This design comes from an exercise in tuning for small area, a short achievable clock period and few clock cycles per item on the open sky130 flow, not from production work. At most, simulation tests tie the RTL to the original design; equivalence was not proved.

rev 12:
Design dlink_rx, start of the top module:
module dlink_rx #(
    parameter MAX_PAYLOAD = 4096,
    parameter DEF_W       = 8,
    parameter DEF_H       = 8,
    parameter DEF_FMT     = 0
) (
    input  wire        clk,
    input  wire        rst,
    input  wire        in_valid,
    input  wire [7:0]  in_data,
    output wire        in_ready,
    output reg         fb_we,
    output wire [15:0] fb_addr,
    output reg  [7:0]  fb_wdata,
    output reg  [7:0]  fb_wmask,
    output reg         err_valid,
    output reg  [2:0]  err_code,
    output reg         ntf_params,
    output reg         ntf_frame,
    output reg         ss_enabled,
    output reg  [15:0] ss_width,
    output reg  [15:0] ss_height,
    output reg  [2:0]  ss_fmt,
    output reg  [1:0]  ss_rot,
    output reg  [7:0]  ss_indev,
    output reg  [15:0] drop_count
);
    localparam [2:0] E_LENGTH = 3'd2, E_WINDOW = 3'd3, E_FORMAT = 3'd4,
                     E_SHORT  = 3'd5, E_INIT   = 3'd6, E_POINT  = 3'd7;
    localparam integer S_SEEK = 0, S_HDR = 1, S_PAY = 2, S_EXEC = 3;
    localparam integer X_COL = 0, X_Y   = 1, X_YD  = 2, X_H   = 3, X_LR  = 4,
                       X_PW  = 5, X_INIT = 6, X_ROW = 7, X_CAP = 8, X_LRS = 9,
                       X_FIN = 10, X_CK  = 11;
    localparam [11:0] XN = 12'd0;
    reg        rdy;
    reg        rst_r;          
    reg        vld;            
    reg [7:0]  byte_r;
    reg        spec;           
    reg        lbad, lzero;    
    reg [3:0]  st;
    reg        wrd;            
    reg        have_aa;
    reg [2:0]  hcnt;
    reg        rsc;            
    reg [1:0]  rj;
    reg [1:0]  dpend;          
    reg [7:0]  A [0:7];        
    reg [12:0] rem;
    reg [3:0]  idx;
  ...
Settings: LEC_CHECK=0, CAP_MARGIN=20, CORE_MARGIN=2, CORE_UTILIZATION=40, SLEW_MARGIN=20; clock period 12.0 ns.
standard.sh (not shown) runs the stock make flow with config.mk's settings and CLKGATE_MAP_FILE= SYNTH_SCRIPT=/design/flow/synth_recipe.tcl, a recipe that flattens the netlist after the stock synthesis.
==> flow/flow/run.sh <==
#!/bin/bash
# Layout: the standard ORFS flow, with the port buffers made of
# sky130_fd_sc_hd__buf_2 cells instead of the default choice.
# Each tool's output goes to its own log file in this folder (ORFS also keeps
# its per-step logs under orfs/logs/).
set -euo pipefail
bash standard.sh BUFFER_PORTS_ARGS="-buffer_cell sky130_fd_sc_hd__buf_2" finish > orfs_make.log 2>&1
Testbench counts of rev 12, summed over its fixed seeds: cycles 115,338, bytes 112,114.
What rev 13 does differently from rev 12 at the input level:
-- flow/design.v --
<<< rev 12, line 58
    reg        nzw, nzh;       
    reg [3:0]  vsel;           
    reg [8:0]  vs;             
    reg [3:0]  vk;             
    reg        ex1;            
    reg        pkd;
    reg [1:0]  bsel;
>>> rev 13, line 58
    reg        nzw, nzh;       
    reg [3:0]  vsel;           
    reg        pkd;
    reg [1:0]  bsel;
<<< rev 12, line 108
                         ({8{vsel[2]}} & A[2]) | ({8{vsel[3]}} & A[3]);
    wire [7:0]  v_b    = c5 ? {7'd0, vsel[0] | vsel[2]} : byte_r;
    wire [8:0]  v_s    = {1'b0, v_a} + {1'b0, v_b} + {8'd0, (vsel[1] | vsel[3]) & vc};
    wire [7:0]  v_l    = ({8{vk[0]}} & ss_width[7:0])  | ({8{vk[1]}} & ss_width[15:8]) |
                         ({8{vk[2]}} & ss_height[7:0]) | ({8{vk[3]}} & ss_height[15:8]);
    wire        v_lt8  = vs[7:0] < v_l;
    wire        v_eq8  = vs[7:0] == v_l;
    wire        v_lt   = !vs[8] && v_lt8;        
    wire        v_eq   = !vs[8] && v_eq8;
    wire        vok    = okx && oky && nzw && nzh &&
                         (!pkd || c5 || (A[0][2:0] == 3'd0 && (A[4][2:0] == 3'd0 || eqx)));
>>> rev 13, line 105
                         ({8{vsel[2]}} & A[2]) | ({8{vsel[3]}} & A[3]);
    wire [7:0]  v_b    = c5 ? {7'd0, vsel[0] | vsel[2]} : byte_r;
    wire [7:0]  v_l    = ({8{vsel[0]}} & ss_width[7:0])  | ({8{vsel[1]}} & ss_width[15:8]) |
                         ({8{vsel[2]}} & ss_height[7:0]) | ({8{vsel[3]}} & ss_height[15:8]);
    wire [8:0]  v_s    = {1'b0, v_a} + {1'b0, v_b} + {8'd0, (vsel[1] | vsel[3]) & vc};
    wire        v_lt8  = v_s[7:0] < v_l;
    wire        v_eq8  = v_s[7:0] == v_l;
    wire        v_lt   = !v_s[8] && v_lt8;       
    wire        v_eq   = !v_s[8] && v_eq8;
    wire        vok    = okx && oky && nzw && nzh &&
                         (!pkd || c5 || (A[0][2:0] == 3'd0 && (A[4][2:0] == 3'd0 || eqx)));
<<< rev 12, line 120
    wire [17:0] t_sum  = t_wide[18:1];
    wire        y_done = (xs[X_Y] && ql) || xs[X_YD];
    wire        go     = (st[S_EXEC]) && !ex1 && vok;
    wire        pix_end  = (phase == 2'd0);
    wire        row_end  = wpk ? (col[15:4] == 12'd0 && !(col[3] && col[2:0] != 3'd0))
>>> rev 13, line 117
    wire [17:0] t_sum  = t_wide[18:1];
    wire        y_done = (xs[X_Y] && ql) || xs[X_YD];
    wire        go     = (st[S_EXEC]) && vok;
    wire        pix_end  = (phase == 2'd0);
    wire        row_end  = wpk ? (col[15:4] == 12'd0 && !(col[3] && col[2:0] != 3'd0))
<<< rev 12, line 142
        end
        vld <= take || (vld && !cons);
        vk  <= 4'd0;
        ex1 <= 1'b0;
        if (vk[0] || vk[2]) begin
            vle <= v_lt8 || v_eq8;
            veq <= v_eq8;
        end
        if (vk[1]) begin
            okx <= v_lt || (v_eq && vle);
            eqx <= v_eq && veq;
        end
        if (vk[3])
            oky <= v_lt || (v_eq && vle);
        T    <= t_sum[16:0];
        ovf  <= ovf | t_sum[17] | (qb & movf);
>>> rev 13, line 139
        end
        vld <= take || (vld && !cons);
        T    <= t_sum[16:0];
        ovf  <= ovf | t_sum[17] | (qb & movf);
<<< rev 12, line 228
            end
            if (idx[3:2] == 2'b01) begin
                vs <= v_s;
                vk <= vsel;
                if (!idx[0])
                    vc <= v_s[8];
                if (idx[1])
                    nzh <= (idx[0] && nzh) || v_b != 8'd0;
>>> rev 13, line 213
            end
            if (idx[3:2] == 2'b01) begin
                if (!idx[0]) begin
                    vc  <= v_s[8];
                    vle <= v_lt8 || v_eq8;
                    veq <= v_eq8;
                end else if (!idx[1]) begin
                    okx <= v_lt || (v_eq && vle);
                    eqx <= v_eq && veq;
                end else
                    oky <= v_lt || (v_eq && vle);
                if (idx[1])
                    nzh <= (idx[0] && nzh) || v_b != 8'd0;
<<< rev 12, line 249
            if (c4 && idx == 4'd7) begin
                fin <= last;
                ex1 <= 1'b1;
                rdy <= 1'b0;
                st  <= 4'd1 << S_EXEC;
>>> rev 13, line 239
            if (c4 && idx == 4'd7) begin
                fin <= last;
                rdy <= 1'b0;
                st  <= 4'd1 << S_EXEC;
<<< rev 12, line 270
                        err_code  <= E_SHORT;
                    end else begin
                        ex1 <= 1'b1;
                        rdy <= 1'b0;
                        st  <= 4'd1 << S_EXEC;
                    end
>>> rev 13, line 259
                        err_code  <= E_SHORT;
                    end else begin
                                rdy <= 1'b0;
                        st  <= 4'd1 << S_EXEC;
                    end
<<< rev 12, line 467
        if (kill)
            xs <= XN;
        if (st[S_EXEC] && !ex1 && !vok && !c1) begin
            xs     <= XN;
            win_ok <= 1'b0;
>>> rev 13, line 455
        if (kill)
            xs <= XN;
        if (st[S_EXEC] && !vok && !c1) begin
            xs     <= XN;
            win_ok <= 1'b0;
==> notes.md <==
Setup slack, rev 12 and rev 13, higher one = rev 12. Compared with rev 12, in rev 13 core utilization of the finished layout essentially unchanged; routed length on met1 decreased about 2%; number of ordinary and repair buffers in the finished layout increased 4. On area after detailed placement: rev 13 sits below rev 12. Unique cell type count in the Yosys netlist, rev 12 and rev 13, higher one = rev 12. Rev 13 finished every step from synthesis to the final layout, and the layout passed the timing, DRC and antenna checks. Number of sequential storage elements came out lower on rev 13 than on rev 12.
Function not checked in rev 13: the RTL went through the layout flow alone.

========
## delta
dlink_rx, a different RTL version from the one above (not shown whole).
Size: about 110 I/O pins, roughly 23000 µm² of cells after synthesis.
==> flow/config.mk <==
export PLATFORM = sky130hd
export DESIGN_NAME = dlink_rx
export DESIGN_NICKNAME = dlink_rx
export VERILOG_FILES = /design/flow/design.v
export SDC_FILE = /design/flow/constraint.sdc
export NUM_CORES = 4
export LEC_CHECK = 0
export CAP_MARGIN = 20
export CORE_MARGIN = 2
export CORE_UTILIZATION = 40
export SLEW_MARGIN = 20
==> flow/constraint.sdc <==
create_clock -name core_clock -period 12.0 [get_ports {clk}]
set_input_delay 2.4000 -clock core_clock [delete_from_list [all_inputs] [get_ports {clk}]]
set_output_delay 2.4000 -clock core_clock [all_outputs]
set_load 0.01 [all_outputs]
run.sh (not shown) runs the stock make flow with config.mk's settings and CLKGATE_MAP_FILE= SYNTH_SCRIPT=/design/flow/synth_recipe.tcl, a recipe that flattens the netlist after the stock synthesis.
Stock flow here: none of the scripts above is used.
No stage failed in delta, and the final checks on the layout all came back clean.
Testbench counts of delta, summed over its fixed seeds: cycles 115,616, bytes 112,114.
Here is what was changed in the inputs of epsilon compared with delta.
--- a/flow/design.v
+++ b/flow/design.v
@@ -44,23 +44,22 @@
     reg [1:0]  rj;
     reg [1:0]  dpend;          
     reg [7:0]  A [0:7];        
     reg [12:0] rem;
     reg [3:0]  idx;
     reg [2:0]  cmd;            
     reg        fin;            
     reg        win_ok;
     reg [1:0]  exw;            
     reg        ibad;
     reg        vcx, vlx, vex, vcy, vly;
-    reg        vxl0, vxq0, vxq1, vyl0, vyq0, vyq1, vnz, vpa, vpb;
     reg        vok;
     reg        pkd;
     reg [1:0]  bsel;
     reg [15:0] stride;
     reg [15:0] wf;             
     reg [15:0] lrs;            
     reg [15:0] nrs;            
     reg        lr;             
     reg [15:0] cursor;
     reg [15:0] col;            
     reg [15:0] wreg;           
@@ -94,38 +93,31 @@
     wire       n_lzero = (in_data == 8'd0) && (l2 == 8'd0) && (A[6] == 8'd0) && (A[5] == 8'd0);
     wire       n_spec  = n_last || n_i7 || (n_l3 && (n_lbad || n_lzero));
     wire       hold_l3 = (st == S_HDR) && (hcnt == 3'd4) && lbad;
     wire       cons    = vld && !rsc && (st != S_EXEC) && !hold_l3;
     wire       proc    = rsc || cons;
     wire [7:0] b       = rsc ? A[{1'b1, rj}] : byte_r;
     wire        is_pt  = (cmd == 3'd5);
     wire [15:0] v_w    = is_pt ? 16'd1 : a_w;
     wire [15:0] v_h    = is_pt ? 16'd1 : a_h;
     wire [8:0]  sxl    = {1'b0, A[0]} + {1'b0, v_w[7:0]};
     wire [8:0]  syl    = {1'b0, A[2]} + {1'b0, v_h[7:0]};
-    wire [8:0]  sxh    = {1'b0, A[1]} + {1'b0, v_w[15:8]};
-    wire [8:0]  syh    = {1'b0, A[3]} + {1'b0, v_h[15:8]};
-    wire [8:0]  wh     = {1'b0, ss_width[15:8]};
-    wire [8:0]  hh     = {1'b0, ss_height[15:8]};
-    wire [8:0]  wh1    = wh - 9'd1;
-    wire [8:0]  hh1    = hh - 9'd1;
-    wire        x_lt   = vcx ? (vxl0 && !vxq1) : vxl0;
-    wire        x_eq   = vcx ? vxq1 : vxq0;
-    wire        y_lt   = vcy ? (vyl0 && !vyq1) : vyl0;
-    wire        y_eq   = vcy ? vyq1 : vyq0;
-    wire        eqx    = x_eq && vex;
-    wire        v_ok   = vnz && (x_lt || (x_eq && vlx)) && (y_lt || (y_eq && vly)) &&
-                         (!pkd || is_pt || (vpa && (vpb || eqx)));
+    wire [8:0]  sxh    = {1'b0, A[1]} + {1'b0, v_w[15:8]} + {8'd0, vcx};
+    wire [8:0]  syh    = {1'b0, A[3]} + {1'b0, v_h[15:8]} + {8'd0, vcy};
+    wire        okx    = (sxh < {1'b0, ss_width[15:8]}) || (sxh == {1'b0, ss_width[15:8]} && vlx);
+    wire        eqx    = (sxh == {1'b0, ss_width[15:8]}) && vex;
+    wire        oky    = (syh < {1'b0, ss_height[15:8]}) || (syh == {1'b0, ss_height[15:8]} && vly);
+    wire        v_ok   = (v_w != 16'd0) && (v_h != 16'd0) && okx && oky &&
+                         (!pkd || is_pt || (A[0][2:0] == 3'd0 && (A[4][2:0] == 3'd0 || eqx)));
     wire        q_bit  = Q[0] ^ bor;
-    wire [18:0] t_wide = {1'b0, T, cinf} + {1'b0, (q_bit ? m : 17'd0), cinf};
-    wire [17:0] t_sum  = t_wide[18:1];
+    wire [17:0] t_sum  = {1'b0, T} + (q_bit ? {1'b0, m} : 18'd0) + {17'd0, cinf};
     wire        step   = (xs == X_COL) || (xs == X_Y) || (xs == X_H) || (xs == X_PW) ||
                          (xs == X_ROW) || (xs == X_CAP) || (xs == X_LRS);
     wire        y_done = ((xs == X_Y) && ql) || (xs == X_YD);
     wire        go     = (st == S_EXEC) && exw[1] && vok;
     wire        pix_end  = pkd || (phase == bsel - 2'd1);
     wire        row_end  = pkd ? (col[15:4] == 12'd0 && !(col[3] && col[2:0] != 3'd0))
                                : (col == 16'd1 && pix_end);
     wire [15:0] nrs_in   = lr ? wf : nrs;
     wire [15:0] nrs_sum  = nrs_in + stride;
     wire        wr_data = (cmd == 3'd3) || (cmd == 3'd4 && idx[3] && win_ok);
     wire        last    = (rem == 13'd1);
@@ -135,31 +127,22 @@
         fb_we      <= 1'b0;
         err_valid  <= 1'b0;
         ntf_params <= 1'b0;
         ntf_frame  <= 1'b0;
         drop_count <= drop_count + {14'd0, dpend};
         dpend      <= 2'd0;
         vcx <= sxl[8];
         vlx <= sxl[7:0] <= ss_width[7:0];
         vex <= sxl[7:0] == ss_width[7:0];
         vcy <= syl[8];
         vly <= syl[7:0] <= ss_height[7:0];
-        vxl0 <= sxh < wh;
-        vxq0 <= sxh == wh;
-        vxq1 <= sxh == wh1;
-        vyl0 <= syh < hh;
-        vyq0 <= syh == hh;
-        vyq1 <= syh == hh1;
-        vnz  <= (v_w != 16'd0) && (v_h != 16'd0);
-        vpa  <= A[0][2:0] == 3'd0;
-        vpb  <= A[4][2:0] == 3'd0;
         vok <= v_ok;
         if (exw != 2'd3) exw <= exw + 2'd1;
         if (take) begin
             byte_r <= in_data;
             spec   <= n_spec;
             lbad   <= n_l3 && n_lbad;
             lzero  <= n_lzero;
         end
         vld <= take || (vld && !cons);
         if (step) begin
             T    <= t_sum[16:0];
[summary]
- The faster design of the two is delta; epsilon tops out lower.
- On fraction of the yosys area taken by sequential cells, epsilon and delta are neck and neck.
- Against delta, epsilon reports a count of clock-buffer cells in the layout that is lower.
- epsilon was carried through to the last stage, and its layout satisfied the timing, DRC and antenna checks.
- delta: flow completed, timing, DRC and antenna clean
- Period utilization delta for epsilon relative to delta: 4.4 points higher
- Die area, epsilon and delta: larger value in delta
- In the metrics for epsilon and delta, the one carrying the lower delay contributed by the slowest stage of the critical path is epsilon.
- Area after synthesis | epsilon below delta
- | setup slack | higher: delta |
- Effective utilization at floorplan ended up 0.32 points lower on epsilon than on delta.
For epsilon, only the layout was checked, not whether the RTL still works.

[re-timing with driven ports]
How much do the figures lean on ideal ports? The routed layouts below were timed once more, with nothing changed but the port constraints. Step 1, drivers: a clkbuf_16 drives clk and a buf_2 each remaining input, both assumed. Step 2 adds t to the input delays and takes it off the output delays; t is the mean of the earliest and latest rising clock arrival at the registers after step 1. Input paths then give back, and output paths get back, about the clock's delay inside the block. a / b / c = ideal / step 1 / step 2; a / b = the first two.
| run | shift t [ns] | slack for setup (ns) | worst data-port slew with drivers (ns) |
|---|---|---|---|
| rev 12 | 0.657 | 8.287 / 8.222 / 7.869 | 0.03 |
| rev 13 | 0.639 | 8.103 / 8.103 / 7.993 | 0.03 |
| delta | 0.646 | 7.859 / 7.798 / 7.562 | 0.03 |
| epsilon | 0.637 | 7.331 / 7.331 / 7.331 | 0.05 |
After both steps setup and hold are still met in every run listed. The setup slack of rev 12, which loses most, moves by -0.065 ns with the drivers and by -0.418 ns with both steps.
